Background: an optimization exercise with open tools, aiming at small area. Do not read the settings as production practice.
Only simulation tests tie the RTL to the original design; equivalence was not proved.
Power figures rest on the tool's default switching activity, not on a simulated workload. The clock port is modelled as an ideal driver; clocking choices that lean on that would not hold on a real chip.

<file path="flow/flow/run.sh">
#!/bin/bash
# Own layout flow: the standard ORFS flow (standard.sh), changed only in how the
# layout is made:
#  1. ABC maps the standard synthesis's logic with an area script (flow/area.abc)
#     instead of ORFS's speed script, which buffers and upsizes. Every other synthesis
#     step, the registers and their names are those of synth_recipe.tcl.
#  2. Every port still gets a buffer, but a sky130_fd_sc_hd__buf_1.
#  3. CTS inserts no dummy loads; its buffer list and clustering are set below.
# Each tool's full output stays in orfs/logs/ (one log per step); make's output is in
# flow.log.
set -euo pipefail
W=$PWD
F=$W/flow
{ head -n 1 synth_recipe.tcl; cat "$F/abc_proc.tcl"; tail -n +2 synth_recipe.tcl; } > my_synth.tcl
sed "s#$W/synth_recipe.tcl#$W/my_synth.tcl#" standard.sh > my_standard.sh
grep -q my_synth.tcl my_standard.sh
export MY_ABC_SCRIPT=$F/area.abc
export BUFFER_PORTS_ARGS="-buffer_cell sky130_fd_sc_hd__buf_1"
export CTS_ARGS="-sink_clustering_enable -repair_clock_nets -dont_use_dummy_load -buf_list sky130_fd_sc_hd__clkbuf_8 -sink_clustering_size 20 -sink_clustering_max_diameter 50"
bash my_standard.sh > flow.log 2>&1
</file>
<file path="flow/flow/abc_proc.tcl">
# Map with an area-oriented ABC script instead of ORFS's (which buffers and upsizes for speed).
proc abc {args} {
  set out {}
  set skip 0
  foreach a $args {
    if {$skip} { set skip 0; continue }
    if {$a eq "-script" || $a eq "-D"} { set skip 1; continue }
    lappend out $a
  }
  yosys abc -script $::env(MY_ABC_SCRIPT) {*}$out
}
</file>
<file path="flow/flow/area.abc">
strash
&get -n
&deepsyn -T 20
&put
strash
&get -n
&dch -f
&nf -R 1000
&put
</file>
<file path="flow/standard.sh">
#!/bin/bash
# synth_recipe.tcl (not shown) runs the flow's synth.tcl, then flattens the netlist and writes it again
# the make line also repeats each setting of config.mk as NAME=value (left out here)
make -C /OpenROAD-flow-scripts/flow DESIGN_CONFIG=/design/flow/config.mk WORK_HOME=/design/flow/orfs CLKGATE_MAP_FILE= SYNTH_SCRIPT=/design/flow/synth_recipe.tcl "${@:-finish}"
</file>
<file path="flow/config.mk">
export PLATFORM = sky130hd
export DESIGN_NAME = crc_frame_enc
export DESIGN_NICKNAME = crc_frame_enc
export VERILOG_FILES = /design/flow/design.v
export SDC_FILE = /design/flow/constraint.sdc
export NUM_CORES = 4
export LEC_CHECK = 0
export CAP_MARGIN = 20
export CORE_MARGIN = 2
export CORE_UTILIZATION = 60
export PLACE_DENSITY = 0.7
export SLEW_MARGIN = 20
</file>
<file path="flow/constraint.sdc">
create_clock -name core_clock -period 6.5 [get_ports {clk}]
set_input_delay 1.3000 -clock core_clock [delete_from_list [all_inputs] [get_ports {clk}]]
set_output_delay 1.3000 -clock core_clock [all_outputs]
set_load 0.01 [all_outputs]
</file>
<file path="flow/design.v">
module crc_frame_enc (
    input  wire        clk,
    input  wire        rst,         
    input  wire        cmd_valid,
    output wire        cmd_ready,
    input  wire [15:0] cmd,
    output wire        rsp_valid,
    output wire [2:0]  rsp_kind,
    output wire [63:0] rsp_data
);
    localparam integer RL = 528;            
    localparam [3:0] T_OK    = 4'd0;
    localparam [3:0] T_VAL16 = 4'd1;
    localparam [3:0] T_BOOL  = 4'd2;
    localparam [3:0] T_END   = 4'd4;
    localparam [3:0] T_STAT  = 4'd5;
    localparam [1:0] PH_LOAD  = 2'd0;
    localparam [1:0] PH_EMIT  = 2'd1;
    localparam [1:0] PH_DONE  = 2'd2;
    localparam [1:0] PH_FAULT = 2'd3;
    localparam [1:0] M_IDLE = 2'd0;
    localparam [1:0] M_RUN  = 2'd1;         
    localparam [1:0] M_SCAN = 2'd2;         
    localparam [1:0] M_BOOT = 2'd3;         
    reg [RL-1:0] ring;                      
    reg [15:0]   crc;                       
    reg [9:0]    p;
    reg          par;                       
    reg [6:0]    wp;
    reg          slotv, slotb, cksv, repv;
    reg [3:0]    seq;
    reg [2:0]    st;                        
    reg [1:0]    mode;
    reg          f;                         
    reg          al;                        
    reg          nz;                        
    reg          rv;                        
    reg [3:0]    rt;
    wire [7:0] op  = cmd[15:8];
    wire [7:0] opr = cmd[7:0];
    wire       oz  = (opr == 8'h00);
    wire is_rst   = (op == 8'h01);
    wire is_stat  = (op == 8'h02);
    wire is_init  = (op == 8'h10);
    wire is_upd   = (op == 8'h11);
    wire is_rd    = (op == 8'h12);
    wire is_chk   = (op == 8'h13);
    wire is_new   = (op == 8'h20);
    wire is_push  = (op == 8'h21);
    wire is_slot  = (op == 8'h22);
    wire is_start = (op == 8'h23);
    wire is_next  = (op == 8'h24);
    wire nfmt     = is_rst | is_stat | is_init | is_rd | is_chk | is_new | is_start | is_next;
    wire illegal  = ~(nfmt | is_upd | is_push | is_slot) | (nfmt & ~oz);
    wire ph_load  = (st == 3'd0);
    wire ph_emit  = (st == 3'd1);
    wire ph_done  = (st == 3'd2);
    wire ph_fault = st[2];
    wire [1:0] phase = ph_fault ? PH_FAULT : st[1:0];
    wire [2:0] err   = ph_fault ? {st[1] & st[0], st[1] ^ st[0], ~st[0]} : 3'd0;
    wire slot_ok   = (opr == 8'd1) | (opr == 8'd2);
    wire [2:0] code =
        illegal  ? 3'd4 :
        is_push  ? (!ph_load ? 3'd3 : wp[6] ? 3'd2 : 3'd0) :
        is_slot  ? (!ph_load ? 3'd3 : slot_ok ? 3'd0 : 3'd1) :
        is_start ? (ph_fault ? 3'd3 : !wp[6] ? 3'd2 : !slotv ? 3'd3 : 3'd0) :
        is_next  ? ((ph_load | ph_fault) ? 3'd3 : 3'd0) : 3'd0;
    wire fault     = (code != 3'd0);
    wire push_ok   = is_push & ph_load & ~wp[6];
    wire start_ok  = is_start & ~fault;
    wire next_emit = is_next & ~fault & ph_emit;
    wire init16    = (is_init | is_rst) & oz;   
    wire ser16     = init16 | start_ok;          
    wire ser       = ser16 | is_upd | push_ok;   
    wire       idle   = (mode == M_IDLE);
    wire       run    = (mode == M_RUN);
    wire       scan   = (mode == M_SCAN);
    wire       boot   = (mode == M_BOOT);
    wire       p_last = (p == RL - 1);
    wire [9:0] p_nx   = p_last ? 10'd0 : p + 10'd1;
    wire [2:0] bi     = p[2:0];
    wire       b0     = (bi == 3'd0);
    wire       b7     = (bi == 3'd7);
    wire       n0     = b0 & ~p[3];             
    wire       n15    = b7 & p[3];              
    wire       k0     = b0 & (p[3] == par);     
    wire       k15    = b7 & (p[3] != par);     
    wire       p512   = p[9] & n0;
    wire [6:0] seq7   = {seq, 3'b000} - {3'b000, seq};
    wire       alnext = (p_nx == {seq7, 3'b000});
    wire       fin    = run & p_last;
    wire begin_ser = cmd_valid &
        ((idle & ((is_upd & k0) | (push_ok & b0 & (p[9:3] == wp)) | (init16 & n0))) |
         ((idle | run) & start_ok & p512));
    wire act   = f | begin_ser;
    wire endp  = ser16 ? n15 : b7;
    wire opbit = opr[bi];
    assign cmd_ready = idle ? (ser ? (f & endp) :
                               (is_rd | is_chk) ? k15 :
                               next_emit ? alnext : 1'b1)
                            : (fin & ((f & is_start) | (is_next & oz)));
    wire acc = cmd_valid & cmd_ready & ~rst;
    wire [55:0] win;
    genvar gi;
    generate
        for (gi = 0; gi < 56; gi = gi + 1) begin : g_win
            assign win[gi] = ring[RL-1-gi];
        end
    endgenerate
    wire tap    = ring[RL-1];
    wire last9  = (seq == 4'd9);
    wire [6:0] pb = p[9:3];
    wire bnd = b0 & ((pb == 7'd0) | (pb == 7'd7) | (pb == 7'd14) | (pb == 7'd21) | (pb == 7'd28) |
                     (pb == 7'd35) | (pb == 7'd42) | (pb == 7'd49) | (pb == 7'd56) | (pb == 7'd63));
    wire rep    = scan & al & ((seq == 4'd0) | last9 | nz);
    wire rn     = rep & ~last9;
    wire r9     = rep & last9;
    wire        cks_out = run & p[9];                   
    wire        fill    = boot | (act & ser16);         
    wire        stp     = (act & is_upd) | (run & ~p[9]);
    wire        dbit    = run ? tap : opbit;
    wire        j       = stp & (crc[0] ^ dbit);
    wire [15:0] crc_nx;
    assign crc_nx[15]   = fill | (crc[0] ^ (stp & dbit));
    assign crc_nx[14:11] = crc[15:12];
    assign crc_nx[10]   = crc[11] ^ j;
    assign crc_nx[9:4]  = crc[10:5];
    assign crc_nx[3]    = crc[4] ^ j;
    assign crc_nx[2:0]  = crc[3:1];
    always @(posedge clk) begin
        ring <= {ring[RL-2:0], (act & is_push) ? opbit : cks_out ? crc[0] : tap};
        crc  <= crc_nx;
        nz   <= ring[RL-57] | (nz & ~bnd);
    end
    always @(posedge clk) begin
        if (rst) begin
            p     <= 10'd0;
            par   <= 1'b0;
            wp    <= 7'd0;
            slotv <= 1'b0;
            slotb <= 1'b0;
            cksv  <= 1'b0;
            repv  <= 1'b0;
            seq   <= 4'd0;
            st    <= 3'd0;
            mode  <= M_BOOT;
            f     <= 1'b0;
            al    <= 1'b0;
            rv    <= 1'b0;
            rt    <= T_OK;
        end else begin
            p  <= p_nx;
            f  <= act & ~endp;
            al <= alnext | fin;
            rv <= 1'b0;
            rt <= T_OK;
            if (boot & n15)
                mode <= M_IDLE;
            if (fin) begin
                mode  <= M_IDLE;
                cksv  <= 1'b1;
                seq   <= 4'd0;
                repv  <= 1'b0;
                st    <= 3'd1;
            end
            if (acc & fin) begin
                if (is_start) begin
                    mode <= M_RUN;
                    par  <= 1'b0;
                end else
                    mode <= M_SCAN;
            end
            if (acc & ~fin) begin
                rv <= ~(start_ok | next_emit);
                if (fault) begin
                    rt <= {1'b1, code};
                    if (!ph_fault)
                        st <= {1'b1, code[1:0] - 2'd1};
                end else begin
                    if (is_stat) rt <= T_STAT;
                    if (is_rd)   rt <= T_VAL16;
                    if (is_chk)  rt <= T_BOOL;
                    if (is_next & ph_done) rt <= T_END;
                    if (is_upd)  par <= ~par;
                    if (is_rst | is_new) begin
                        wp    <= 7'd0;
                        slotv <= 1'b0;
                        cksv  <= 1'b0;
                        repv  <= 1'b0;
                        seq   <= 4'd0;
                        st    <= 3'd0;
                    end
                    if (is_push) wp <= wp + 7'd1;
                    if (is_slot) begin
                        slotv <= 1'b1;
                        slotb <= opr[1];
                    end
                    if (is_start) begin
                        mode <= M_RUN;
                        par  <= 1'b0;
                    end
                    if (next_emit) mode <= M_SCAN;
                end
            end
            if (scan & al) begin
                seq <= seq + 4'd1;
                if (rep) begin
                    repv <= 1'b1;
                    mode <= M_IDLE;
                    if (last9) st <= 3'd2;
                end
            end
        end
    end
    wire sel_val  = (rt == T_VAL16);
    wire sel_bool = (rt == T_BOOL);
    wire sel_stat = (rt == T_STAT);
    wire sel_flt  = rt[3];
    wire [31:0] stat_word = {12'd0, seq, 1'b0, wp, repv, cksv, slotv, err, phase};
    assign rsp_valid = rv | rep | fin;    
    assign rsp_kind  = rep ? 3'd3 : sel_flt ? 3'd6 : rt[2:0];
    assign rsp_data[63:56] = rep ? {4'b1000, seq} : 8'h00;
    assign rsp_data[55:32] = rn ? win[55:32] : 24'd0;
    assign rsp_data[31:16] = (rn ? win[31:16] : 16'd0)
                           | (r9 ? win[23:8] : 16'd0)
                           | (sel_stat ? stat_word[31:16] : 16'd0);
    assign rsp_data[15:8]  = (rn ? win[15:8] : 8'd0)
                           | (r9 ? {2'b00, 2'b11, slotb, 3'b000} : 8'd0)
                           | (sel_val ? crc[15:8] : 8'd0)
                           | (sel_stat ? stat_word[15:8] : 8'd0);
    assign rsp_data[7:0]   = (rep ? win[7:0] : 8'd0)
                           | (sel_val ? crc[7:0] : 8'd0)
                           | (sel_stat ? stat_word[7:0] : 8'd0)
                           | (sel_bool ? {7'd0, crc == 16'hF0B8} : 8'd0)
                           | (sel_flt ? {5'd0, rt[2:0]} : 8'd0);
endmodule
</file>
==> results of run 1 <==
-- cell usage in the layout (no fill, tap or decap), types with 8 or more instances in the layout --
master	netlist	layout
sky130_fd_sc_hd__dfxtp_1	583	583
sky130_fd_sc_hd__buf_1	0	84
sky130_fd_sc_hd__nor2_1	44	42
sky130_fd_sc_hd__nand2_1	39	39
sky130_fd_sc_hd__clkbuf_8	0	39
sky130_fd_sc_hd__clkinv_1	33	33
sky130_fd_sc_hd__and2_0	31	31
sky130_fd_sc_hd__a21oi_1	23	23
sky130_fd_sc_hd__o21ai_0	19	19
sky130_fd_sc_hd__xnor2_1	17	17
sky130_fd_sc_hd__nor3_1	15	15
sky130_fd_sc_hd__xor2_1	14	14
sky130_fd_sc_hd__a222oi_1	14	14
sky130_fd_sc_hd__a22o_1	14	14
sky130_fd_sc_hd__ha_1	13	13
sky130_fd_sc_hd__nand4_1	11	11
sky130_fd_sc_hd__nand3_1	9	9
sky130_fd_sc_hd__nor2b_1	8	8
sky130_fd_sc_hd__nor4_1	8	8
sky130_fd_sc_hd__and3_1	8	8
-- path summary, 6_finish.rpt --
kind	end	depth (start not counted)	slack [ns]
worst max-delay path	cmd_ready	17	0.64
worst min-delay path	ring[127]	0	0.24
worst max register to register	wp[6]	21	2.24
worst min register to register	ring[127]	0	0.24
-- layout make-up --
class,instances,area (µm²)
Clock buffer,39,537
Tap cell,319,399
Fill cell,1758,7890
Multi-Input combinational cell,352,2280
Sequential cell,583,11700
Inverter,33,124
Timing Repair Buffer,90,360
-- stage by stage --
step | setup WS, ns | hold WS (ns) | util
3_5_place_dp | 0.719 | 0.312 | 0.638
3_3_place_gp | 0.718 | 0.311 | 0.638
4_1_cts | 0.706 | 0.224 | 0.661
6_report | 0.640 | 0.244 | 0.661
5_1_grt | 0.346 | 0.225 | 0.661
2_1_floorplan | 0.938 | 0.310 | -
-- metal layers --
layer,GRT usage,vias up
met1,0.258,3076
met4,0.0515,0
li1,-,3471
met3,0.0366,35
met5,0,-
met2,0.217,188
-- registers in the layout, indices dropped and copies added (netlist names) --
register,flops
st,3
par,1
mode,2
p,10
ring,528
slotb,1
al,1
repv,1
rv,1
crc,16
slotv,1
nz,1
seq,4
wp,7
cksv,1
f,1
rt,4
-- synthesized netlist by cell type, types with 4 or more instances --
| master | instances | area share |
|---|---|---|
| sky130_fd_sc_hd__clkinv_1 | 33 | 0.0088 |
| sky130_fd_sc_hd__nor2b_1 | 8 | 0.0036 |
| sky130_fd_sc_hd__xor2_1 | 14 | 0.0087 |
| sky130_fd_sc_hd__nor2_1 | 44 | 0.012 |
| sky130_fd_sc_hd__or3_1 | 4 | 0.0018 |
| sky130_fd_sc_hd__buf_4 | 4 | 0.0021 |
| sky130_fd_sc_hd__and2_0 | 31 | 0.014 |
| sky130_fd_sc_hd__nand2_1 | 39 | 0.010 |
| sky130_fd_sc_hd__nor3_1 | 15 | 0.0053 |
| sky130_fd_sc_hd__xnor2_1 | 17 | 0.011 |
| sky130_fd_sc_hd__nand3_1 | 9 | 0.0032 |
| sky130_fd_sc_hd__and3_1 | 8 | 0.0036 |
| sky130_fd_sc_hd__o21ai_0 | 19 | 0.0067 |
| sky130_fd_sc_hd__ha_1 | 13 | 0.012 |
| sky130_fd_sc_hd__a21oi_1 | 23 | 0.0082 |
| sky130_fd_sc_hd__nor4_1 | 8 | 0.0036 |
| sky130_fd_sc_hd__a31oi_1 | 5 | 0.0022 |
| sky130_fd_sc_hd__a22o_1 | 14 | 0.0087 |
| sky130_fd_sc_hd__o211ai_1 | 4 | 0.0021 |
| sky130_fd_sc_hd__dfxtp_1 | 583 | 0.83 |
| sky130_fd_sc_hd__o22ai_1 | 4 | 0.0018 |
| sky130_fd_sc_hd__a222oi_1 | 14 | 0.0099 |
| sky130_fd_sc_hd__nand4_1 | 11 | 0.0049 |
-- critical path, cell delays in order --
cell and delay [ns]:
sky130_fd_sc_hd__buf_1 0.07, sky130_fd_sc_hd__or3_1 0.37, sky130_fd_sc_hd__nand3b_1 0.22, sky130_fd_sc_hd__nor2_1 0.38, sky130_fd_sc_hd__a21oi_1 0.12, sky130_fd_sc_hd__clkinv_1 0.07, sky130_fd_sc_hd__nor3_1 0.05, sky130_fd_sc_hd__a2111o_1 0.47
sky130_fd_sc_hd__o211ai_1 0.17, sky130_fd_sc_hd__ha_1 0.24, sky130_fd_sc_hd__nand2_1 0.15, sky130_fd_sc_hd__nor2_1 0.22, sky130_fd_sc_hd__nor2_1 0.11, sky130_fd_sc_hd__o21a_1 0.20, sky130_fd_sc_hd__a32oi_1 0.15, sky130_fd_sc_hd__o22ai_1 0.12
sky130_fd_sc_hd__buf_1 0.15
-- power breakdown --
part	leakage, µW	switching (µW)	total (µW)	internal [µW]
Combinational	0.000985	29.6	49.6	20.0
Sequential	0.00470	15.1	3600	3580
Clock	0.000280	946	1490	542
-- logic make-up (layout without fill, tap and decap cells) --
group,Yosys count,after routing,synth area share
multiplexers,5,5,0.00533
flip-flops,583,583,0.828
buffers and inverters,37,162,0.0109
AND/OR/NAND/NOR,193,193,0.0702
adder cells (fa/ha/maj),13,13,0.0115
AO/OA/AOI/OAI,107,107,0.0541
XOR/XNOR,31,31,0.0193
other,1,3,0.000266
==> results.sh, run 1 <==
export IMPL_globalRouteTotalUtil=0.162
export IMPL_worst_margin_pin_slew_ns=0.938
export IMPL_placementRows=56
export IMPL_gr_overflow_total=0
export IMPL_wl_met2_um=7450
export IMPL_die_width_um=157
export IMPL_min_period_ns=5.86
export IMPL_synth_enable_flop_cells=0
export IMPL_critPathArrivalTime_ns=4.56
export IMPL_power_static_leakage_uw=0.00596
export IMPL_final_net_count=1131
export IMPL_post_cts_resize_count=0
export IMPL_area_growth_pct=9.12
export IMPL_postSynthRegisterBits=583
export IMPL_drt_initial_drc_count=401
export IMPL_hold_violations=0
export IMPL_vdd_ir_drop_max_uv=286
export IMPL_worst_hold_startpoint="ring[126]"
export IMPL_dr_wl_met3_um=1090
export IMPL_max_cap_violations=0
export IMPL_clock_tree_root="sky130_fd_sc_hd__clkbuf_8"
export IMPL_m1WireLength_um=10600
export IMPL_placedInstanceArea_mm2=0.0148
export IMPL_synth_lib_cells_used_distinct=49
export IMPL_vias_per_cell=4.78
export IMPL_cts_buffers=39
export IMPL_setup_violations_final=0
export IMPL_power_density_mw_per_mm2=334
export IMPL_power_total_uw=5140
export IMPL_grt_antenna_before_repair=0
export IMPL_share_of_flip_flops_with_an_asynchronous_set_or_reset=0
export IMPL_tns_ns=0
export IMPL_mappedNetlistArea_mm2=0.0141
export IMPL_first_global_vias=6338
export IMPL_routed_wl_um=19600
export IMPL_avgSynthCellArea_um2=14.5
export IMPL_slew_viol_final=0
export IMPL_die_height_um=157
export IMPL_synth_main_ff_cell="sky130_fd_sc_hd__dfxtp_1"
export IMPL_worst_endpoint_required_ns=5.20
export IMPL_min_delay_path_class="reg2reg"
export IMPL_worst_slew_margin_rel=0.374
export IMPL_number_of_top_level_pins=88
export IMPL_peak_fanout_along_the_critical_path=7
export IMPL_cts_tree="built"
export IMPL_crit_reg_reg_startpoint="p[1]"
export IMPL_clock_skew_final_ns=0.0974
export IMPL_fp_dieArea_mm2=0.0247
export IMPL_antenna_cell_count=0
export IMPL_clk_insertion_delay_late_ns=0.56
export IMPL_number_of_buffers_inserted_by_post_cts_setup_repair=0
export IMPL_status="complete, no violations"
export IMPL_clkTransAtPathRegs_ns=0.11
export IMPL_drc_errors=0
export IMPL_final_min_period_over_clock_period=0.902
export IMPL_gp_congestion=0.844
export IMPL_cts_hold_buf=0
export IMPL_final_layout_size_suffix_gt1_frac=0.0456
export IMPL_finalInstanceArea_mm2=0.0154
export IMPL_startpoint="cmd[11]"
export IMPL_dr_max_layer_used="met4"
export IMPL_cts_max_level=2
export IMPL_routedWlPerCell_um=13.8
export IMPL_synth_seq_area_share=0.828
export IMPL_cts_root_to_sink_buffers=3
export IMPL_grt_max_degree=47
export IMPL_cp_end_kind="output port"
export IMPL_fmax_ghz=0.171
export IMPL_first_pass_iteration_count_of_the_detailed_router=5
export IMPL_post_place_cells=1377
export IMPL_portBuffers=84
export IMPL_critPathKind="in2out"
export IMPL_dp_hpwl_um=12300
export IMPL_yosys_warnings=1
export IMPL_initial_utilization=0.606
export IMPL_synthCells=970
export IMPL_core_mm2=0.0233
export IMPL_finalNonFillerCells=1416
export IMPL_cts_num_sinks=583
export IMPL_num_vias=6770
export IMPL_grt_setup_unrepaired="false"
export IMPL_antenna_nets_post_route=0
export IMPL_startpoint_type="primary input"
export IMPL_global_route_wire_length_before_repair_um=31900
==> run 2: changes to the inputs <==
--- a/flow/design.v
+++ b/flow/design.v
@@ -26,16 +26,20 @@
     reg [15:0]   crc;                       
     reg [9:0]    p;
     reg          par;                       
-    reg [6:0]    wp;
-    reg          slotv, slotb, cksv, repv;
-    reg [3:0]    seq;
-    reg [2:0]    st;                        
+    reg [6:0]    cnt;                       
+    reg          slotv, slotb, cksv;
+    reg [2:0]    err;                       
     reg [1:0]    mode;
     reg          f;                         
     reg          al;                        
     reg          nz;                        
     reg          rv;                        
     reg [3:0]    rt;
+    wire [6:0] wp   = cksv ? 7'd64 : cnt;
+    wire [3:0] seq  = cksv ? cnt[3:0] : 4'd0;
+    wire       wp64 = cksv | cnt[6];
+    wire [3:0] sq   = cnt[3:0];                 
+    wire       repv = cksv & (sq != 4'd0);
     wire [7:0] op  = cmd[15:8];
     wire [7:0] opr = cmd[7:0];
     wire       oz  = (opr == 8'h00);
@@ -52,21 +56,21 @@
     wire is_next  = (op == 8'h24);
     wire nfmt     = is_rst | is_stat | is_init | is_rd | is_chk | is_new | is_start | is_next;
     wire illegal  = ~(nfmt | is_upd | is_push | is_slot) | (nfmt & ~oz);
-    wire ph_load  = (st == 3'd0);
-    wire ph_emit  = (st == 3'd1);
-    wire ph_done  = (st == 3'd2);
-    wire ph_fault = st[2];
-    wire [1:0] phase = ph_fault ? PH_FAULT : st[1:0];
-    wire [2:0] err   = ph_fault ? {st[1] & st[0], st[1] ^ st[0], ~st[0]} : 3'd0;
+    wire ph_fault = (err != 3'd0);
+    wire sq10     = (sq == 4'd10);
+    wire ph_load  = ~ph_fault & ~cksv;
+    wire ph_emit  = ~ph_fault & cksv & ~sq10;
+    wire ph_done  = ~ph_fault & cksv & sq10;
+    wire [1:0] phase = ph_fault ? PH_FAULT : ph_done ? PH_DONE : cksv ? PH_EMIT : PH_LOAD;
     wire slot_ok   = (opr == 8'd1) | (opr == 8'd2);
     wire [2:0] code =
         illegal  ? 3'd4 :
-        is_push  ? (!ph_load ? 3'd3 : wp[6] ? 3'd2 : 3'd0) :
+        is_push  ? (!ph_load ? 3'd3 : wp64 ? 3'd2 : 3'd0) :
         is_slot  ? (!ph_load ? 3'd3 : slot_ok ? 3'd0 : 3'd1) :
-        is_start ? (ph_fault ? 3'd3 : !wp[6] ? 3'd2 : !slotv ? 3'd3 : 3'd0) :
+        is_start ? (ph_fault ? 3'd3 : !wp64 ? 3'd2 : !slotv ? 3'd3 : 3'd0) :
         is_next  ? ((ph_load | ph_fault) ? 3'd3 : 3'd0) : 3'd0;
     wire fault     = (code != 3'd0);
-    wire push_ok   = is_push & ph_load & ~wp[6];
+    wire push_ok   = is_push & ph_load & ~cnt[6];
     wire start_ok  = is_start & ~fault;
     wire next_emit = is_next & ~fault & ph_emit;
     wire init16    = (is_init | is_rst) & oz;   
@@ -86,11 +90,11 @@
     wire       k0     = b0 & (p[3] == par);     
     wire       k15    = b7 & (p[3] != par);     
     wire       p512   = p[9] & n0;
-    wire [6:0] seq7   = {seq, 3'b000} - {3'b000, seq};
+    wire [6:0] seq7   = {sq, 3'b000} - {3'b000, sq};
     wire       alnext = (p_nx == {seq7, 3'b000});
     wire       fin    = run & p_last;
     wire begin_ser = cmd_valid &
-        ((idle & ((is_upd & k0) | (push_ok & b0 & (p[9:3] == wp)) | (init16 & n0))) |
+        ((idle & ((is_upd & k0) | (push_ok & b0 & (p[9:3] == cnt)) | (init16 & n0))) |
          ((idle | run) & start_ok & p512));
     wire act   = f | begin_ser;
     wire endp  = ser16 ? n15 : b7;
@@ -108,11 +112,11 @@
         end
     endgenerate
     wire tap    = ring[RL-1];
-    wire last9  = (seq == 4'd9);
+    wire last9  = (sq == 4'd9);
     wire [6:0] pb = p[9:3];
     wire bnd = b0 & ((pb == 7'd0) | (pb == 7'd7) | (pb == 7'd14) | (pb == 7'd21) | (pb == 7'd28) |
                      (pb == 7'd35) | (pb == 7'd42) | (pb == 7'd49) | (pb == 7'd56) | (pb == 7'd63));
-    wire rep    = scan & al & ((seq == 4'd0) | last9 | nz);
+    wire rep    = scan & al & ((sq == 4'd0) | last9 | nz);
     wire rn     = rep & ~last9;
     wire r9     = rep & last9;
     wire        cks_out = run & p[9];                   
@@ -136,13 +140,11 @@
         if (rst) begin
             p     <= 10'd0;
             par   <= 1'b0;
-            wp    <= 7'd0;
+            cnt   <= 7'd0;
             slotv <= 1'b0;
             slotb <= 1'b0;
             cksv  <= 1'b0;
-            repv  <= 1'b0;
-            seq   <= 4'd0;
-            st    <= 3'd0;
+            err   <= 3'd0;
             mode  <= M_BOOT;
             f     <= 1'b0;
             al    <= 1'b0;
@@ -159,9 +161,7 @@
             if (fin) begin
                 mode  <= M_IDLE;
                 cksv  <= 1'b1;
-                seq   <= 4'd0;
-                repv  <= 1'b0;
-                st    <= 3'd1;
+                cnt   <= 7'd0;
             end
             if (acc & fin) begin
                 if (is_start) begin
@@ -175,7 +175,7 @@
                 if (fault) begin
                     rt <= {1'b1, code};
                     if (!ph_fault)
-                        st <= {1'b1, code[1:0] - 2'd1};
+                        err <= code;
                 end else begin
                     if (is_stat) rt <= T_STAT;
                     if (is_rd)   rt <= T_VAL16;
@@ -183,14 +183,12 @@
                     if (is_next & ph_done) rt <= T_END;
                     if (is_upd)  par <= ~par;
                     if (is_rst | is_new) begin
-                        wp    <= 7'd0;
+                        cnt   <= 7'd0;
                         slotv <= 1'b0;
                         cksv  <= 1'b0;
-                        repv  <= 1'b0;
-                        seq   <= 4'd0;
-                        st    <= 3'd0;
+                        err   <= 3'd0;
                     end
-                    if (is_push) wp <= wp + 7'd1;
+                    if (is_push) cnt <= cnt + 7'd1;
                     if (is_slot) begin
                         slotv <= 1'b1;
                         slotb <= opr[1];
@@ -203,12 +201,9 @@
                 end
             end
             if (scan & al) begin
-                seq <= seq + 4'd1;
-                if (rep) begin
-                    repv <= 1'b1;
+                cnt <= cnt + 7'd1;
+                if (rep)
                     mode <= M_IDLE;
-                    if (last9) st <= 3'd2;
-                end
             end
         end
     end
@@ -219,7 +214,7 @@
     wire [31:0] stat_word = {12'd0, seq, 1'b0, wp, repv, cksv, slotv, err, phase};
     assign rsp_valid = rv | rep | fin;    
     assign rsp_kind  = rep ? 3'd3 : sel_flt ? 3'd6 : rt[2:0];
-    assign rsp_data[63:56] = rep ? {4'b1000, seq} : 8'h00;
+    assign rsp_data[63:56] = rep ? {4'b1000, sq} : 8'h00;
     assign rsp_data[55:32] = rn ? win[55:32] : 24'd0;
     assign rsp_data[31:16] = (rn ? win[31:16] : 16'd0)
                            | (r9 ? win[23:8] : 16'd0)
--- a/flow/flow/run.sh
+++ b/flow/flow/run.sh
@@ -16,5 +16,5 @@
 grep -q my_synth.tcl my_standard.sh
 export MY_ABC_SCRIPT=$F/area.abc
 export BUFFER_PORTS_ARGS="-buffer_cell sky130_fd_sc_hd__buf_1"
-export CTS_ARGS="-sink_clustering_enable -repair_clock_nets -dont_use_dummy_load -buf_list sky130_fd_sc_hd__clkbuf_8 -sink_clustering_size 20 -sink_clustering_max_diameter 50"
+export CTS_ARGS="-sink_clustering_enable -repair_clock_nets -dont_use_dummy_load -buf_list sky130_fd_sc_hd__clkbuf_16 -sink_clustering_size 32 -sink_clustering_max_diameter 100"
 bash my_standard.sh > flow.log 2>&1
==> run 2 against run 1 <==
Compared with the run above: synthesized area fell by 1.2%; non-clock buffer count down 1; critical path type unchanged; die area shrank 1.1%; critical endpoint unchanged; wire length about the same; total power shrank 0.46%; via count down 1.1%; clock-buffer cell count shrank 17; largest cell class unchanged; critical path depth down 3; sequential power decreased by 2%; final cell count shrank 4.7%; global-route usage fell by 0.066 points.
==> results.sh, run 2 <==
export IMPL_status="complete, no violations"
export IMPL_cts_tree="built"
export IMPL_critPathKind="in2out"
export IMPL_startpoint_type="primary input"
export IMPL_post_place_cells=1327
export IMPL_power_density_mw_per_mm2=337
export IMPL_largest_register_ff_count=528
export IMPL_grt_max_degree=47
export IMPL_reg_top3="ring (528), crc (16), p (10)"
export IMPL_gr_overflow_total=0
export IMPL_hold_violations=0
export IMPL_cts_max_level=1
export IMPL_postSynthRegisterBits=578
export IMPL_cts_buffers=22
export IMPL_grt_antenna_before_repair=0
export IMPL_avgSynthCellArea_um2=14.6
export IMPL_cts_hold_buf=0
export IMPL_critPathArrivalTime_ns=4.51
export IMPL_min_delay_path_class="reg2reg"
export IMPL_tns_ns=0
export IMPL_worst_slew_margin_rel=0.501
export IMPL_crit_reg_reg_startpoint="cnt[0]"
export IMPL_worst_endpoint_required_ns=5.20
export IMPL_clock_tree_root="sky130_fd_sc_hd__clkbuf_16"
export IMPL_synth_lib_cells_used_distinct=53
export IMPL_multi_input_comb_area_mm2=0.00225
export IMPL_cp_end_kind="output port"
export IMPL_synth_seq_area_share=0.831
export IMPL_peak_fanout_along_the_critical_path=7
export IMPL_leading_cell_types_in_the_layout_fill_and_taps_excluded="sky130_fd_sc_hd__dfxtp_1 (578), sky130_fd_sc_hd__buf_1 (84), sky130_fd_sc_hd__nor2_1 (44), sky130_fd_sc_hd__nand2_1 (44), sky130_fd_sc_hd__and2_0 (30)"
export IMPL_yosys_top_cells_area="sky130_fd_sc_hd__dfxtp_1 (83%), sky130_fd_sc_hd__and2_0 (1.3%), sky130_fd_sc_hd__a22o_1 (1.2%), sky130_fd_sc_hd__nand2_1 (1.2%), sky130_fd_sc_hd__nor2_1 (1.2%)"
export IMPL_final_net_count=1093
export IMPL_ff_latch_area_mm2=0.0116
export IMPL_grt_setup_unrepaired="false"
export IMPL_first_pass_iteration_count_of_the_detailed_router=6
export IMPL_dp_hpwl_um=12100
export IMPL_most_common_cell_after_layout_fill_and_taps_aside="sky130_fd_sc_hd__dfxtp_1"
export IMPL_clk_insertion_delay_late_ns=0.54
export IMPL_worst_slack_ns=0.690
export IMPL_max_cap_violations=0
export IMPL_setup_violations_final=0
export IMPL_largest_register="ring"
export IMPL_finalNonFillerCells=1349
export IMPL_number_of_buffers_inserted_by_post_cts_setup_repair=0
export IMPL_mappedNetlistArea_mm2=0.0139
export IMPL_power_total_uw=5110
export IMPL_setup_reg_to_reg_worst_slack_ns=1.50
export IMPL_global_route_wire_length_before_repair_um=31800
export IMPL_placementRows=55
export IMPL_drt_initial_drc_count=544
export IMPL_clock_skew_final_ns=0.0487
export IMPL_worst_reg2reg_path_endpoint="cnt[6]"
export IMPL_fmax_ghz=0.172
export IMPL_gp_congestion=0.916
export IMPL_antenna_cell_count=0
export IMPL_vdd_ir_drop_max_uv=221
export IMPL_fp_dieArea_mm2=0.0244
export IMPL_worst_margin_pin_slew_ns=0.742
export IMPL_critical_path_endpoint="cmd_ready"
export IMPL_synth_largest_area_cell="sky130_fd_sc_hd__dfxtp_1"
export IMPL_drc_errors=0
export IMPL_vias_per_cell=4.96
export IMPL_synth_main_ff_cell="sky130_fd_sc_hd__dfxtp_1"
export IMPL_slew_viol_final=0
export IMPL_share_of_flip_flops_with_an_asynchronous_set_or_reset=0
export IMPL_final_fill_count=1666
export IMPL_synthCells=955
export IMPL_synth_cells_most_frequent="sky130_fd_sc_hd__dfxtp_1 (578), sky130_fd_sc_hd__nand2_1 (44), sky130_fd_sc_hd__nor2_1 (44)"
export IMPL_synthMostInstantiatedCell="sky130_fd_sc_hd__dfxtp_1"
export IMPL_portBuffers=84
export IMPL_power_static_leakage_uw=0.00591
export IMPL_yosys_area_top_type_share=0.831
export IMPL_die_width_um=156
export IMPL_reg2regPathDepth=17
export IMPL_globalRouteTotalUtil=0.161
export IMPL_yosys_warnings=1
export IMPL_routedWlPerCell_um=14.5
export IMPL_min_period_ns=5.81
export IMPL_startpoint="cmd[12]"
export IMPL_antenna_nets_post_route=0
export IMPL_clkTransAtPathRegs_ns=0.11
export IMPL_cts_num_sinks=578
export IMPL_cts_root_to_sink_buffers=3
export IMPL_initial_utilization=0.613
export IMPL_number_of_top_level_pins=88
export IMPL_final_min_period_over_clock_period=0.894
export IMPL_routed_wl_um=19600
export IMPL_num_vias=6696
export IMPL_synth_enable_flop_cells=0
export IMPL_final_layout_size_suffix_gt1_frac=0.0291
export IMPL_die_height_um=156
export IMPL_placement_stage_worst_setup_slack_ns=0.497
export IMPL_area_growth_pct=9.02
export IMPL_first_global_vias=6288
export IMPL_core_mm2=0.0227
export IMPL_post_cts_resize_count=0
## run 2: area by class of cell
| type | count | share of cell area |
|---|---|---|
| flip-flops and latches | 578 | 0.762 |
| multi-input cells | 350 | 0.149 |
| clock buffers | 22 | 0.0363 |
| well taps | 285 | 0.0235 |
| repair buffers | 89 | 0.0232 |
| inverters | 25 | 0.00618 |
## run 2: per-layer routing
metal  track usage  vias up  routed length (µm)
li1              -     3423                   -
met1         0.254     3067               10600
met2         0.227      172                7580
met3        0.0299       34                1050
met4        0.0463        0                 360
met5             0        -                   0
## run 2: power by group
| group | switching (µW) | internal [µW] |
|---|---|---|
| Combinational | 18.2 | 12.4 |
| Clock | 924 | 613 |
| Sequential | 2.89 | 3540 |
| Total | 946 | 4170 |
## run 2: how the worst min path moves through the flow
stage / startpoint / end / slack [ns] / cells after the start
3_3_place_gp: ring[254] / ring[255] / 0.31 / 0
6_report: ring[149] / ring[150] / 0.29 / 0
3_5_place_dp: ring[112] / ring[113] / 0.31 / 0
5_1_grt: ring[149] / ring[150] / 0.29 / 0
4_1_cts: ring[149] / ring[150] / 0.29 / 0
2_1_floorplan: ring[99] / ring[100] / 0.31 / 0
## run 2: through the flow
stage | hold WS [ns] | utilization | area [µm²]
after floorplan | 0.310 | - | 13900
after global placement | 0.310 | 0.644 | 14600
after detailed placement | 0.312 | 0.644 | 14600
after CTS | 0.290 | 0.668 | 15200
after global routing | 0.289 | 0.668 | 15200
final | 0.288 | 0.668 | 15200
## run 2: worst max-delay path, cell delays in order
cell and delay [ns]:
sky130_fd_sc_hd__buf_1 0.15, sky130_fd_sc_hd__or4_1 0.61, sky130_fd_sc_hd__nor2_1 0.21, sky130_fd_sc_hd__nand2_1 0.20, sky130_fd_sc_hd__nor4_1 0.48, sky130_fd_sc_hd__a221oi_1 0.15
sky130_fd_sc_hd__or3_1 0.45, sky130_fd_sc_hd__nor3_1 0.16, sky130_fd_sc_hd__buf_4 0.16, sky130_fd_sc_hd__nor2_1 0.05, sky130_fd_sc_hd__o21a_1 0.22, sky130_fd_sc_hd__nand3_1 0.08
sky130_fd_sc_hd__a31oi_1 0.11, sky130_fd_sc_hd__buf_1 0.16
## run 2: cell families after synthesis
kind of cell    count (synthesis)  synth area share
compound gates                104            0.0563
xor+xnor                       23            0.0145
fa+ha+maj                       8           0.00719
buf+inv                        29           0.00890
flops                         578             0.831
mux                             5           0.00539
other cells                     1          0.000269
simple gates                  207            0.0764
==> run 3: changes to the inputs <==
--- a/flow/flow/run.sh
+++ b/flow/flow/run.sh
@@ -16,5 +16,5 @@
 grep -q my_synth.tcl my_standard.sh
 export MY_ABC_SCRIPT=$F/area.abc
 export BUFFER_PORTS_ARGS="-buffer_cell sky130_fd_sc_hd__buf_1"
-export CTS_ARGS="-sink_clustering_enable -repair_clock_nets -dont_use_dummy_load -buf_list sky130_fd_sc_hd__clkbuf_16 -sink_clustering_size 32 -sink_clustering_max_diameter 100"
+export CTS_ARGS="-sink_clustering_enable -repair_clock_nets -dont_use_dummy_load -buf_list sky130_fd_sc_hd__clkbuf_8 -sink_clustering_size 20 -sink_clustering_max_diameter 50"
 bash my_standard.sh > flow.log 2>&1
==> run 3 against run 2 <==
Compared with the run above: final cell count grew 1.3%; utilization shrank 0.061 points; critical path depth is the same; largest cell class unchanged; still clean on timing, DRC and antenna; critical endpoint unchanged.
==> results.sh, run 3 <==
export IMPL_status="complete, no violations"
export IMPL_leading_cell_types_in_the_layout_fill_and_taps_excluded="sky130_fd_sc_hd__dfxtp_1 (578), sky130_fd_sc_hd__buf_1 (84), sky130_fd_sc_hd__nor2_1 (44), sky130_fd_sc_hd__nand2_1 (44), sky130_fd_sc_hd__clkbuf_8 (39)"
export IMPL_clk_insertion_delay_late_ns=0.56
export IMPL_worst_margin_pin_slew_ns=0.755
export IMPL_synthCells=955
export IMPL_final_min_period_over_clock_period=0.891
export IMPL_postSynthRegisterBits=578
export IMPL_critPathArrivalTime_ns=4.49
export IMPL_initial_utilization=0.613
export IMPL_yosys_area_top_type_share=0.831
export IMPL_hold_violations=0
export IMPL_cts_buffers=39
export IMPL_global_route_wire_length_before_repair_um=32500
export IMPL_largest_register_ff_count=528
export IMPL_reg_top3="ring (528), crc (16), p (10)"
export IMPL_peak_fanout_along_the_critical_path=7
export IMPL_vdd_ir_drop_max_uv=261
export IMPL_final_fill_count=1681
export IMPL_globalRouteTotalUtil=0.165
export IMPL_first_global_vias=6522
export IMPL_mappedNetlistArea_mm2=0.0139
export IMPL_final_layout_size_suffix_gt1_frac=0.0444
export IMPL_worst_endpoint_required_ns=5.20
export IMPL_share_of_synthesized_cell_area_in_full_adder_half_adder_and_majority_cells=0.00719
export IMPL_cts_root_to_sink_buffers=3
export IMPL_clock_tree_root="sky130_fd_sc_hd__clkbuf_8"
export IMPL_finalNonFillerCells=1366
export IMPL_slew_viol_final=0
export IMPL_setup_reg_to_reg_worst_slack_ns=1.47
export IMPL_min_delay_path_class="reg2reg"
export IMPL_first_pass_iteration_count_of_the_detailed_router=5
export IMPL_yosys_warnings=1
export IMPL_avgSynthCellArea_um2=14.6
export IMPL_synth_enable_flop_cells=0
export IMPL_hold_path_sink="ring[23]"
export IMPL_synth_largest_area_cell="sky130_fd_sc_hd__dfxtp_1"
export IMPL_antenna_nets_post_route=0
export IMPL_core_mm2=0.0227
export IMPL_synthMostInstantiatedCell="sky130_fd_sc_hd__dfxtp_1"
export IMPL_synth_cells_most_frequent="sky130_fd_sc_hd__dfxtp_1 (578), sky130_fd_sc_hd__nand2_1 (44), sky130_fd_sc_hd__nor2_1 (44)"
export IMPL_critPathKind="in2out"
export IMPL_antenna_cell_count=0
export IMPL_yosys_top_cells_area="sky130_fd_sc_hd__dfxtp_1 (83%), sky130_fd_sc_hd__and2_0 (1.3%), sky130_fd_sc_hd__a22o_1 (1.2%), sky130_fd_sc_hd__nand2_1 (1.2%), sky130_fd_sc_hd__nor2_1 (1.2%)"
export IMPL_synth_mux_area_fraction=0.00539
export IMPL_share_of_flip_flops_with_an_asynchronous_set_or_reset=0
export IMPL_clkTransAtPathRegs_ns=0.10
export IMPL_num_vias=6794
export IMPL_synth_lib_cells_used_distinct=53
export IMPL_synth_seq_area_share=0.831
export IMPL_synth_top_family_by_area="simple AND/OR/NAND/NOR gates"
export IMPL_grt_antenna_before_repair=0
export IMPL_post_synth_and_or_nand_nor_area_fraction=0.0764
export IMPL_die_width_um=156
export IMPL_worst_hold_startpoint="ring[22]"
export IMPL_synth_main_ff_cell="sky130_fd_sc_hd__dfxtp_1"
export IMPL_most_common_cell_after_layout_fill_and_taps_aside="sky130_fd_sc_hd__dfxtp_1"
export IMPL_number_of_buffers_inserted_by_post_cts_setup_repair=0
export IMPL_area_growth_pct=8.92
export IMPL_drc_errors=0
export IMPL_setup_violations_final=0
export IMPL_cts_max_level=2
export IMPL_cts_tree="built"
export IMPL_min_path_cells=0
export IMPL_portBuffers=84
export IMPL_min_period_ns=5.79
export IMPL_routed_wl_um=19900
export IMPL_clock_skew_final_ns=0.0627
export IMPL_placementRows=55
export IMPL_cts_hold_buf=0
export IMPL_number_of_top_level_pins=88
export IMPL_largest_register="ring"
export IMPL_synth_compound_area_frac=0.0563
export IMPL_reg2regPathDepth=17
export IMPL_dp_hpwl_um=12100
export IMPL_whs_ns=0.283
export IMPL_vias_per_cell=4.97
export IMPL_startpoint_type="primary input"
export IMPL_power_density_mw_per_mm2=334
export IMPL_worst_slew_margin_rel=0.492
export IMPL_gr_overflow_total=0
export IMPL_yosys_area_share_xor_xnor=0.0145
export IMPL_final_net_count=1110
export IMPL_crit_reg_reg_startpoint="cnt[0]"
export IMPL_die_height_um=156
export IMPL_cts_num_sinks=578
export IMPL_post_cts_resize_count=0
export IMPL_gp_congestion=0.916
export IMPL_fp_dieArea_mm2=0.0244
export IMPL_drt_initial_drc_count=494
export IMPL_post_place_cells=1327
export IMPL_worst_reg2reg_path_endpoint="cnt[6]"
export IMPL_grt_setup_unrepaired="false"
export IMPL_tns_ns=0
export IMPL_power_static_leakage_uw=0.00592
export IMPL_grt_max_degree=47
export IMPL_routedWlPerCell_um=14.6
export IMPL_max_cap_violations=0
export IMPL_fmax_ghz=0.173
export IMPL_cp_end_kind="output port"
==> run 3: layout make-up <==
class                      count  area (µm²)  area share
timing repair buffer          89         353      0.0233
multi-input combinational    350        2250       0.149
tap                          285         357      0.0235
sequential                   578       11600       0.763
clock buffer                  39         537      0.0354
inverter                      25        93.8     0.00619
==> run 3: through the flow <==
step	setup WS, ns	cell area [µm²]	util	power [µW]
6_report	0.707	15200	0.668	5070
2_1_floorplan	1.07	13900	-	3640
5_1_grt	0.369	15200	0.668	5250
3_3_place_gp	0.531	14600	0.644	3660
3_5_place_dp	0.497	14600	0.644	3660
4_1_cts	0.802	15200	0.668	5120
==> run 3: power breakdown <==
| part | switching (µW) | internal, µW | leakage (µW) |
|---|---|---|---|
| registers | 2.82 | 3540 | 0.00465 |
| logic | 18.3 | 12.5 | 0.000990 |
| clock network | 951 | 543 | 0.000280 |
==> run 3: worst max path at each step <==
stage            start   endpoint  cells after the start
2_1_floorplan   cmd[7]     cnt[6]                     19
3_3_place_gp   cmd[12]     cnt[6]                     19
3_5_place_dp   cmd[12]     cnt[6]                     19
4_1_cts        cmd[12]  cmd_ready                     13
5_1_grt        cmd[12]  cmd_ready                     13
6_report       cmd[12]  cmd_ready                     14
==> run 3: metal layers <==
metal	track usage	part of all wire	wire length, µm
met1	0.253	0.54	10700
met2	0.230	0.38	7640
met3	0.0382	0.059	1170
met4	0.0603	0.021	419
met5	0	0	0
==> run 3: logic make-up after synthesis <==
logic type               after synthesis
AND/OR/NAND/NOR                      207
other                                  1
adder cells (fa/ha/maj)                8
XOR/XNOR                              23
AO/OA/AOI/OAI                        104
multiplexers                           5
flip-flops                           578
buffers and inverters                 29
==> run 3: worst max-delay path: stages <==
cell and delay, ns:
sky130_fd_sc_hd__buf_1 0.15, sky130_fd_sc_hd__or4_1 0.59, sky130_fd_sc_hd__nor2_1 0.21, sky130_fd_sc_hd__nand2_1 0.20
sky130_fd_sc_hd__nor4_1 0.49, sky130_fd_sc_hd__a221oi_1 0.15, sky130_fd_sc_hd__or3_1 0.45, sky130_fd_sc_hd__nor3_1 0.16
sky130_fd_sc_hd__buf_4 0.16, sky130_fd_sc_hd__nor2_1 0.05, sky130_fd_sc_hd__o21a_1 0.22, sky130_fd_sc_hd__nand3_1 0.08
sky130_fd_sc_hd__a31oi_1 0.11, sky130_fd_sc_hd__buf_1 0.16
==> run 4: changes to the inputs <==
--- a/flow/design.v
+++ b/flow/design.v
@@ -63,12 +63,12 @@
     wire ph_done  = ~ph_fault & cksv & sq10;
     wire [1:0] phase = ph_fault ? PH_FAULT : ph_done ? PH_DONE : cksv ? PH_EMIT : PH_LOAD;
     wire slot_ok   = (opr == 8'd1) | (opr == 8'd2);
-    wire [2:0] code =
-        illegal  ? 3'd4 :
-        is_push  ? (!ph_load ? 3'd3 : wp64 ? 3'd2 : 3'd0) :
-        is_slot  ? (!ph_load ? 3'd3 : slot_ok ? 3'd0 : 3'd1) :
-        is_start ? (ph_fault ? 3'd3 : !wp64 ? 3'd2 : !slotv ? 3'd3 : 3'd0) :
-        is_next  ? ((ph_load | ph_fault) ? 3'd3 : 3'd0) : 3'd0;
+    wire f_seq  = ~illegal & (((is_push | is_slot) & ~ph_load) |
+                              (is_start & (ph_fault | (wp64 & ~slotv))) |
+                              (is_next & (ph_load | ph_fault)));
+    wire f_len  = ~illegal & ((is_push & ph_load & wp64) | (is_start & ~ph_fault & ~wp64));
+    wire f_slot = ~illegal & is_slot & ph_load & ~slot_ok;
+    wire [2:0] code = {illegal, f_len | f_seq, f_slot | f_seq};
     wire fault     = (code != 3'd0);
     wire push_ok   = is_push & ph_load & ~cnt[6];
     wire start_ok  = is_start & ~fault;
@@ -80,7 +80,7 @@
     wire       run    = (mode == M_RUN);
     wire       scan   = (mode == M_SCAN);
     wire       boot   = (mode == M_BOOT);
-    wire       p_last = (p == RL - 1);
+    wire       p_last = p[9] & p[3] & (p[2:0] == 3'd7);    
     wire [9:0] p_nx   = p_last ? 10'd0 : p + 10'd1;
     wire [2:0] bi     = p[2:0];
     wire       b0     = (bi == 3'd0);
@@ -90,8 +90,7 @@
     wire       k0     = b0 & (p[3] == par);     
     wire       k15    = b7 & (p[3] != par);     
     wire       p512   = p[9] & n0;
-    wire [6:0] seq7   = {sq, 3'b000} - {3'b000, sq};
-    wire       alnext = (p_nx == {seq7, 3'b000});
+    wire       alnext = b7 & ((p[9:3] + {3'b000, sq} + 7'd1) == {sq, 3'b000}) | (p_last & (sq == 4'd0));
     wire       fin    = run & p_last;
     wire begin_ser = cmd_valid &
         ((idle & ((is_upd & k0) | (push_ok & b0 & (p[9:3] == cnt)) | (init16 & n0))) |
--- a/flow/config.mk
+++ b/flow/config.mk
@@ -5,8 +5,8 @@
 export SDC_FILE = /design/flow/constraint.sdc
 export NUM_CORES = 4
 export LEC_CHECK = 0
-export CAP_MARGIN = 20
+export CAP_MARGIN = 0
 export CORE_MARGIN = 2
 export CORE_UTILIZATION = 60
 export PLACE_DENSITY = 0.7
-export SLEW_MARGIN = 20
+export SLEW_MARGIN = 0
==> run 4 against run 3 <==
Compared with the run above: critical path depth is 1 higher; clock skew decreased by 0.020 ns; clock power about the same; flip-flop and latch count is the same; non-clock buffer count fell by 3; global-route usage down 0.40 points; synthesized area decreased by 0.76%; final cell count decreased by 1.6%; die area shrank 0.75%; hold slack improved by 0.025 ns; total power decreased by 0.71%; register-to-register slack gained 0.20 ns; highest routed layer unchanged.
==> results.sh, run 4 <==
export IMPL_status="complete, no violations"
export IMPL_dp_hpwl_um=11900
export IMPL_startpoint_type="primary input"
export IMPL_timing_critical_path_mode_cell="sky130_fd_sc_hd__nand2_1"
export IMPL_number_of_buffers_inserted_by_post_cts_setup_repair=0
export IMPL_globalRouteTotalUtil=0.161
export IMPL_largest_register_ff_count=528
export IMPL_min_period_ns=5.69
export IMPL_power_static_leakage_uw=0.00583
export IMPL_cts_hold_buf=0
export IMPL_vias_per_cell=4.92
export IMPL_yosys_area_share_xor_xnor=0.0108
export IMPL_synth_lib_cells_used_distinct=51
export IMPL_post_cts_resize_count=0
export IMPL_tns_ns=0
export IMPL_post_place_cells=1307
export IMPL_num_vias=6610
export IMPL_synthMostInstantiatedCell="sky130_fd_sc_hd__dfxtp_1"
export IMPL_worst_slack_ns=0.807
export IMPL_synth_mux_area_fraction=0.00616
export IMPL_global_route_wire_length_before_repair_um=31400
export IMPL_leading_cell_types_in_the_layout_fill_and_taps_excluded="sky130_fd_sc_hd__dfxtp_1 (578), sky130_fd_sc_hd__buf_1 (84), sky130_fd_sc_hd__nor2_1 (42), sky130_fd_sc_hd__clkbuf_8 (37), sky130_fd_sc_hd__nand2_1 (36)"
export IMPL_cts_num_sinks=578
export IMPL_synth_seq_area_share=0.837
export IMPL_yosys_top_cells_area="sky130_fd_sc_hd__dfxtp_1 (84%), sky130_fd_sc_hd__and2_0 (1.3%), sky130_fd_sc_hd__a22o_1 (1.2%), sky130_fd_sc_hd__nor2_1 (1.1%), sky130_fd_sc_hd__ha_1 (1.0%)"
export IMPL_area_growth_pct=8.52
export IMPL_first_pass_iteration_count_of_the_detailed_router=5
export IMPL_final_net_count=1091
export IMPL_final_layout_size_suffix_gt1_frac=0.0397
export IMPL_share_of_flip_flops_with_an_asynchronous_set_or_reset=0
export IMPL_cts_max_level=2
export IMPL_fmax_ghz=0.176
export IMPL_worst_endpoint_required_ns=5.20
export IMPL_setup_violations_final=0
export IMPL_placement_stage_worst_setup_slack_ns=0.746
export IMPL_peak_fanout_along_the_critical_path=8
export IMPL_most_common_cell_after_layout_fill_and_taps_aside="sky130_fd_sc_hd__dfxtp_1"
export IMPL_critPathArrivalTime_ns=4.39
export IMPL_core_mm2=0.0226
export IMPL_mappedNetlistArea_mm2=0.0138
export IMPL_reg_top3="ring (528), crc (16), p (10)"
export IMPL_grt_setup_unrepaired="false"
export IMPL_critical_path_max_stage_delay_ns=0.50
export IMPL_cts_tree="built"
export IMPL_fp_dieArea_mm2=0.0243
export IMPL_initial_utilization=0.610
export IMPL_critPathKind="in2out"
export IMPL_gr_overflow_total=0
export IMPL_power_density_mw_per_mm2=336
export IMPL_worst_margin_pin_slew_ns=1.07
export IMPL_die_height_um=156
export IMPL_routed_wl_um=19100
export IMPL_clock_tree_root="sky130_fd_sc_hd__clkbuf_8"
export IMPL_routedWlPerCell_um=14.2
export IMPL_yosys_area_top_type_share=0.837
export IMPL_antenna_cell_count=0
export IMPL_synth_main_ff_cell="sky130_fd_sc_hd__dfxtp_1"
export IMPL_cp_end_kind="output port"
export IMPL_vdd_ir_drop_max_uv=278
export IMPL_portBuffers=84
export IMPL_number_of_top_level_pins=88
export IMPL_synth_largest_area_cell="sky130_fd_sc_hd__dfxtp_1"
export IMPL_share_of_synthesized_cell_area_in_full_adder_half_adder_and_majority_cells=0.00996
export IMPL_synth_top_family_by_area="simple AND/OR/NAND/NOR gates"
export IMPL_min_delay_path_class="reg2reg"
export IMPL_grt_antenna_before_repair=0
export IMPL_clock_skew_final_ns=0.0429
export IMPL_post_synth_and_or_nand_nor_area_fraction=0.0688
export IMPL_gp_congestion=0.945
export IMPL_first_global_vias=6189
export IMPL_synth_cells_most_frequent="sky130_fd_sc_hd__dfxtp_1 (578), sky130_fd_sc_hd__nor2_1 (42), sky130_fd_sc_hd__nand2_1 (36)"
export IMPL_worst_slew_margin_rel=0.279
export IMPL_critical_path_slowest_cell="sky130_fd_sc_hd__nor4_1"
export IMPL_die_width_um=156
export IMPL_max_cap_violations=0
export IMPL_final_min_period_over_clock_period=0.876
export IMPL_synth_enable_flop_cells=0
export IMPL_cts_root_to_sink_buffers=3
export IMPL_postSynthRegisterBits=578
export IMPL_placementRows=55
export IMPL_drc_errors=0
export IMPL_synth_compound_area_frac=0.0562
export IMPL_antenna_nets_post_route=0
export IMPL_largest_register="ring"
export IMPL_clkTransAtPathRegs_ns=0.11
export IMPL_clk_insertion_delay_late_ns=0.54
export IMPL_yosys_warnings=1
export IMPL_drt_initial_drc_count=459
export IMPL_avgSynthCellArea_um2=14.7
export IMPL_finalNonFillerCells=1344
export IMPL_hold_violations=0
export IMPL_grt_max_degree=47
export IMPL_slew_viol_final=0
export IMPL_path_cells="buf_1, nand2b_1, nor4_1, nand2_1, a21oi_1, nor4b_1, nor3_1, clkinv_1, nor2_1, nor2_1, nand2_1, nand2_1, a32o_1, a22o_1, buf_1"
export IMPL_cts_buffers=37
export IMPL_synthCells=938
[run 4: cell types whose count changed after synthesis, moves of 3 or more]
| cell | change |
|---|---|
| sky130_fd_sc_hd__a21o_1 | -3 |
| sky130_fd_sc_hd__a21oi_1 | +6 |
| sky130_fd_sc_hd__clkinv_1 | +5 |
| sky130_fd_sc_hd__ha_1 | +3 |
| sky130_fd_sc_hd__nand2_1 | -8 |
| sky130_fd_sc_hd__nand2b_1 | +5 |
| sky130_fd_sc_hd__nand4_1 | -4 |
| sky130_fd_sc_hd__nor3_1 | +4 |
| sky130_fd_sc_hd__nor4_1 | -5 |
| sky130_fd_sc_hd__or2_0 | -3 |
| sky130_fd_sc_hd__or3_1 | -3 |
| sky130_fd_sc_hd__xnor2_1 | -5 |
[run 4: path summary, 6_finish.rpt]
| kind | start | endpoint | slack [ns] | cells past startpoint |
|---|---|---|---|---|
| max reg2reg | err[2] | cnt[5] | 1.67 | 21 |
| min reg2reg | ring[500] | ring[501] | 0.31 | 0 |
| min | ring[500] | ring[501] | 0.31 | 0 |
| max | cmd[8] | cmd_ready | 0.81 | 15 |
[run 4: layout make-up]
cell class	count	area (µm²)
multi-input combinational	328	2110
inverter	30	113
sequential	578	11600
timing repair buffer	86	330
fill	1664	7650
tap	285	357
clock buffer	37	509
[run 4: cell families after synthesis]
| group | count (synthesis) |
|---|---|
| compound gates | 105 |
| mux | 6 |
| fa+ha+maj | 11 |
| other cells | 1 |
| flops | 578 |
| xor+xnor | 17 |
| simple gates | 186 |
| buf+inv | 34 |
[run 4: power breakdown]
group | internal, µW | leakage, µW | switching, µW
clock network | 517 | 0.000266 | 942
logic | 11.9 | 0.000906 | 16.9
registers | 3540 | 0.00466 | 4.06
total | 4070 | 0.00583 | 963
[run 4: per-stage QoR]
| stage | util | instance area, µm² | hold slack, ns | total power [µW] |
|---|---|---|---|---|
| final | 0.662 | 15000 | 0.308 | 5030 |
| after global routing | 0.662 | 15000 | 0.307 | 5220 |
| after CTS | 0.662 | 15000 | 0.311 | 5090 |
| after floorplan | - | 13800 | 0.310 | 3640 |
| after detailed placement | 0.640 | 14500 | 0.312 | 3660 |
| after global placement | 0.640 | 14500 | 0.311 | 3650 |
[run 4: per-layer routing]
layer | routed length [µm] | vias up | part of all wire | track usage
met5 | 0 | - | 0 | 0
met3 | 1130 | 39 | 0.059 | 0.0356
li1 | - | 3362 | - | -
met2 | 7140 | 198 | 0.37 | 0.213
met1 | 10400 | 3011 | 0.54 | 0.259
met4 | 465 | 0 | 0.024 | 0.0568
[run 4: critical path: cells and delay by family]
| family | cells | cell delay, ns |
|---|---|---|
| buf+inv | 3 | 0.54 |
| compound gates | 3 | 0.62 |
| simple gates | 9 | 1.94 |
==> run 5: changes to the inputs <==
--- a/flow/config.mk
+++ b/flow/config.mk
@@ -5,8 +5,8 @@
 export SDC_FILE = /design/flow/constraint.sdc
 export NUM_CORES = 4
 export LEC_CHECK = 0
-export CAP_MARGIN = 0
+export CAP_MARGIN = 20
 export CORE_MARGIN = 2
 export CORE_UTILIZATION = 60
 export PLACE_DENSITY = 0.7
-export SLEW_MARGIN = 0
+export SLEW_MARGIN = 20
==> run 5 against run 4 <==
Compared with the run above: setup slack stayed put; critical endpoint unchanged; utilization unchanged; global-route usage is the same; clock-buffer cell count unchanged; die area did not move; critical path type unchanged; largest cell class unchanged; total power unchanged.
==> results.sh, run 5 <==
export IMPL_power_total_uw=5030
export IMPL_area_growth_pct=8.52
export IMPL_synth_cells_most_frequent="sky130_fd_sc_hd__dfxtp_1 (578), sky130_fd_sc_hd__nor2_1 (42), sky130_fd_sc_hd__nand2_1 (36)"
export IMPL_status="complete, no violations"
export IMPL_slew_viol_final=0
export IMPL_min_period_ns=5.69
export IMPL_power_static_leakage_uw=0.00583
export IMPL_core_mm2=0.0226
export IMPL_gp_congestion=0.945
export IMPL_initial_utilization=0.610
export IMPL_path_cells="buf_1, nand2b_1, nor4_1, nand2_1, a21oi_1, nor4b_1, nor3_1, clkinv_1, nor2_1, nor2_1, nand2_1, nand2_1, a32o_1, a22o_1, buf_1"
export IMPL_cts_root_to_sink_buffers=3
export IMPL_reg2regPathDepth=21
export IMPL_vdd_ir_drop_max_uv=278
export IMPL_global_route_wire_length_before_repair_um=31400
export IMPL_first_pass_iteration_count_of_the_detailed_router=5
export IMPL_clock_skew_final_ns=0.0429
export IMPL_cts_buffers=37
export IMPL_hold_violations=0
export IMPL_power_density_mw_per_mm2=336
export IMPL_final_core_util=0.662
export IMPL_grtUsageMet3=0.0356
export IMPL_fmax_ghz=0.176
export IMPL_min_delay_path_class="reg2reg"
export IMPL_timing_critical_path_mode_cell="sky130_fd_sc_hd__nand2_1"
export IMPL_num_vias=6610
export IMPL_clkTransAtPathRegs_ns=0.11
export IMPL_placementRows=55
export IMPL_tns_ns=0
export IMPL_grt_met2_usage=0.213
export IMPL_routed_wl_um=19100
export IMPL_avgSynthCellArea_um2=14.7
export IMPL_critical_path_slowest_cell="sky130_fd_sc_hd__nor4_1"
export IMPL_synth_seq_area_share=0.837
export IMPL_max_cap_violations=0
export IMPL_min_path_cells=0
export IMPL_cts_hold_buf=0
export IMPL_critical_path_max_stage_delay_ns=0.50
export IMPL_final_layout_size_suffix_gt1_frac=0.0397
export IMPL_synth_enable_flop_cells=0
export IMPL_largest_register_ff_count=528
export IMPL_yosys_area_top_type_share=0.837
export IMPL_yosys_warnings=1
export IMPL_dp_hpwl_um=11900
export IMPL_leading_cell_types_in_the_layout_fill_and_taps_excluded="sky130_fd_sc_hd__dfxtp_1 (578), sky130_fd_sc_hd__buf_1 (84), sky130_fd_sc_hd__nor2_1 (42), sky130_fd_sc_hd__clkbuf_8 (37), sky130_fd_sc_hd__nand2_1 (36)"
export IMPL_grt_max_degree=47
export IMPL_postSynthRegisterBits=578
export IMPL_grtUsageMet1=0.259
export IMPL_worst_slew_margin_rel=0.279
export IMPL_peak_fanout_along_the_critical_path=8
export IMPL_clk_insertion_delay_late_ns=0.54
export IMPL_final_net_count=1091
export IMPL_first_global_vias=6189
export IMPL_yosys_top_cells_area="sky130_fd_sc_hd__dfxtp_1 (84%), sky130_fd_sc_hd__and2_0 (1.3%), sky130_fd_sc_hd__a22o_1 (1.2%), sky130_fd_sc_hd__nor2_1 (1.1%), sky130_fd_sc_hd__ha_1 (1.0%)"
export IMPL_largest_register="ring"
export IMPL_synthCells=938
export IMPL_post_cts_resize_count=0
export IMPL_top_usage_layer="met1"
export IMPL_portBuffers=84
export IMPL_die_width_um=156
export IMPL_worst_path_buf_inv=3
export IMPL_clock_tree_root="sky130_fd_sc_hd__clkbuf_8"
export IMPL_die_height_um=156
export IMPL_most_common_cell_after_layout_fill_and_taps_aside="sky130_fd_sc_hd__dfxtp_1"
export IMPL_grt_setup_unrepaired="false"
export IMPL_grt_antenna_before_repair=0
export IMPL_critPathArrivalTime_ns=4.39
export IMPL_cts_max_level=2
export IMPL_number_of_buffers_inserted_by_post_cts_setup_repair=0
export IMPL_cts_num_sinks=578
export IMPL_synth_lib_cells_used_distinct=51
export IMPL_drc_errors=0
export IMPL_share_of_flip_flops_with_an_asynchronous_set_or_reset=0
export IMPL_startpoint_type="primary input"
export IMPL_cp_end_kind="output port"
export IMPL_synth_main_ff_cell="sky130_fd_sc_hd__dfxtp_1"
export IMPL_setup_violations_final=0
export IMPL_synth_largest_area_cell="sky130_fd_sc_hd__dfxtp_1"
export IMPL_reg_top3="ring (528), crc (16), p (10)"
export IMPL_final_min_period_over_clock_period=0.876
export IMPL_antenna_nets_post_route=0
export IMPL_gr_overflow_total=0
export IMPL_worst_endpoint_required_ns=5.20
export IMPL_globalRouteTotalUtil=0.161
export IMPL_routedWlPerCell_um=14.2
export IMPL_mappedNetlistArea_mm2=0.0138
export IMPL_fp_dieArea_mm2=0.0243
export IMPL_number_of_top_level_pins=88
export IMPL_synthMostInstantiatedCell="sky130_fd_sc_hd__dfxtp_1"
export IMPL_drt_initial_drc_count=459
export IMPL_critPathKind="in2out"
export IMPL_cts_tree="built"
export IMPL_critical_path_depth=15
export IMPL_critPathTopFamily="simple AND/OR/NAND/NOR gates"
export IMPL_antenna_cell_count=0
export IMPL_worst_margin_pin_slew_ns=1.07
export IMPL_vias_per_cell=4.92
==> run 5: cell counts after synthesis <==
Identical to the previous run, type by type.
==> run 5: final timing paths <==
check                               start  slack (ns)        end
worst max-delay path               cmd[8]        0.81  cmd_ready
worst min-delay path            ring[500]        0.31  ring[501]
worst max register to register     err[2]        1.67     cnt[5]
worst min register to register  ring[500]        0.31  ring[501]
==> run 5: cells by family (layout without fill, tap and decap cells) <==
kind of cell    count (synthesis)  after routing  synth area share
compound gates                105            105            0.0562
xor+xnor                       17             17            0.0108
fa+ha+maj                      11             11           0.00996
buf+inv                        34            153            0.0103
flops                         578            578             0.837
mux                             6              6           0.00616
other cells                     1              3          0.000271
simple gates                  186            186            0.0688
==> run 5: layout make-up <==
type / count / area (µm²)
inverters: 30 / 113
clock buffers: 37 / 509
well taps: 285 / 357
repair buffers: 86 / 330
flip-flops and latches: 578 / 11600
fillers: 1664 / 7650
multi-input cells: 328 / 2110
==> run 5: stage by stage <==
| stage | instance area (µm²) | instances | hold slack [ns] | setup WS, ns |
|---|---|---|---|---|
| 6_report | 15000 | 1344 | 0.308 | 0.807 |
| 3_5_place_dp | 14500 | 1307 | 0.312 | 0.746 |
| 5_1_grt | 15000 | 1344 | 0.307 | 0.470 |
| 3_3_place_gp | 14500 | 1307 | 0.311 | 0.933 |
| 4_1_cts | 15000 | 1344 | 0.311 | 0.894 |
| 2_1_floorplan | 13800 | 940 | 0.310 | 1.62 |
==> run 5: layer usage <==
layer,vias to the layer above,share of wire
li1,3362,-
met1,3011,0.54
met2,198,0.37
met3,39,0.059
met4,0,0.024
met5,-,0
==> run 5: power by group <==
part / total (µW) / switching (µW) / internal (µW)
registers: 3540 / 4.06 / 3540
clock network: 1460 / 942 / 517
logic: 28.8 / 16.9 / 11.9
total: 5030 / 963 / 4070

## re-timing with driven ports
In the flow no input, the clock included, has a driving cell. The finished layouts below were timed again as built, in two steps. Step 1 (the two cells are an assumption about what drives the block):
set clk [get_ports {clk}]
set_driving_cell -lib_cell sky130_fd_sc_hd__clkbuf_16 $clk
set_driving_cell -lib_cell sky130_fd_sc_hd__buf_2 [delete_from_list [all_inputs] $clk]
Step 2 adds t to the input delays and takes it off the output delays; t is the mean of the earliest and latest rising clock arrival at the registers after step 1. Input paths then give back, and output paths get back, about the clock's delay inside the block. Slacks: ideal / step 1 / step 2; pairs: ideal / step 1.
run	t (ns)	slack for setup (ns)	clock arrival spread, ns	cell pins on the clock port's net
run 1	0.548	0.640 / 0.620 / 0.590	0.099 / 0.099	1
run 2	0.555	0.690 / 0.668 / 0.322	0.062 / 0.062	1
run 3	0.570	0.707 / 0.686 / 0.299	0.067 / 0.068	1
run 4	0.567	0.807 / 0.785 / 0.562	0.063 / 0.063	1
run 5	0.567	0.807 / 0.785 / 0.562	0.063 / 0.063	1
After both steps every run listed still meets setup and hold. For run 3, which loses most, drivers alone change the setup slack by -0.021 ns; drivers and shift together by -0.408 ns.
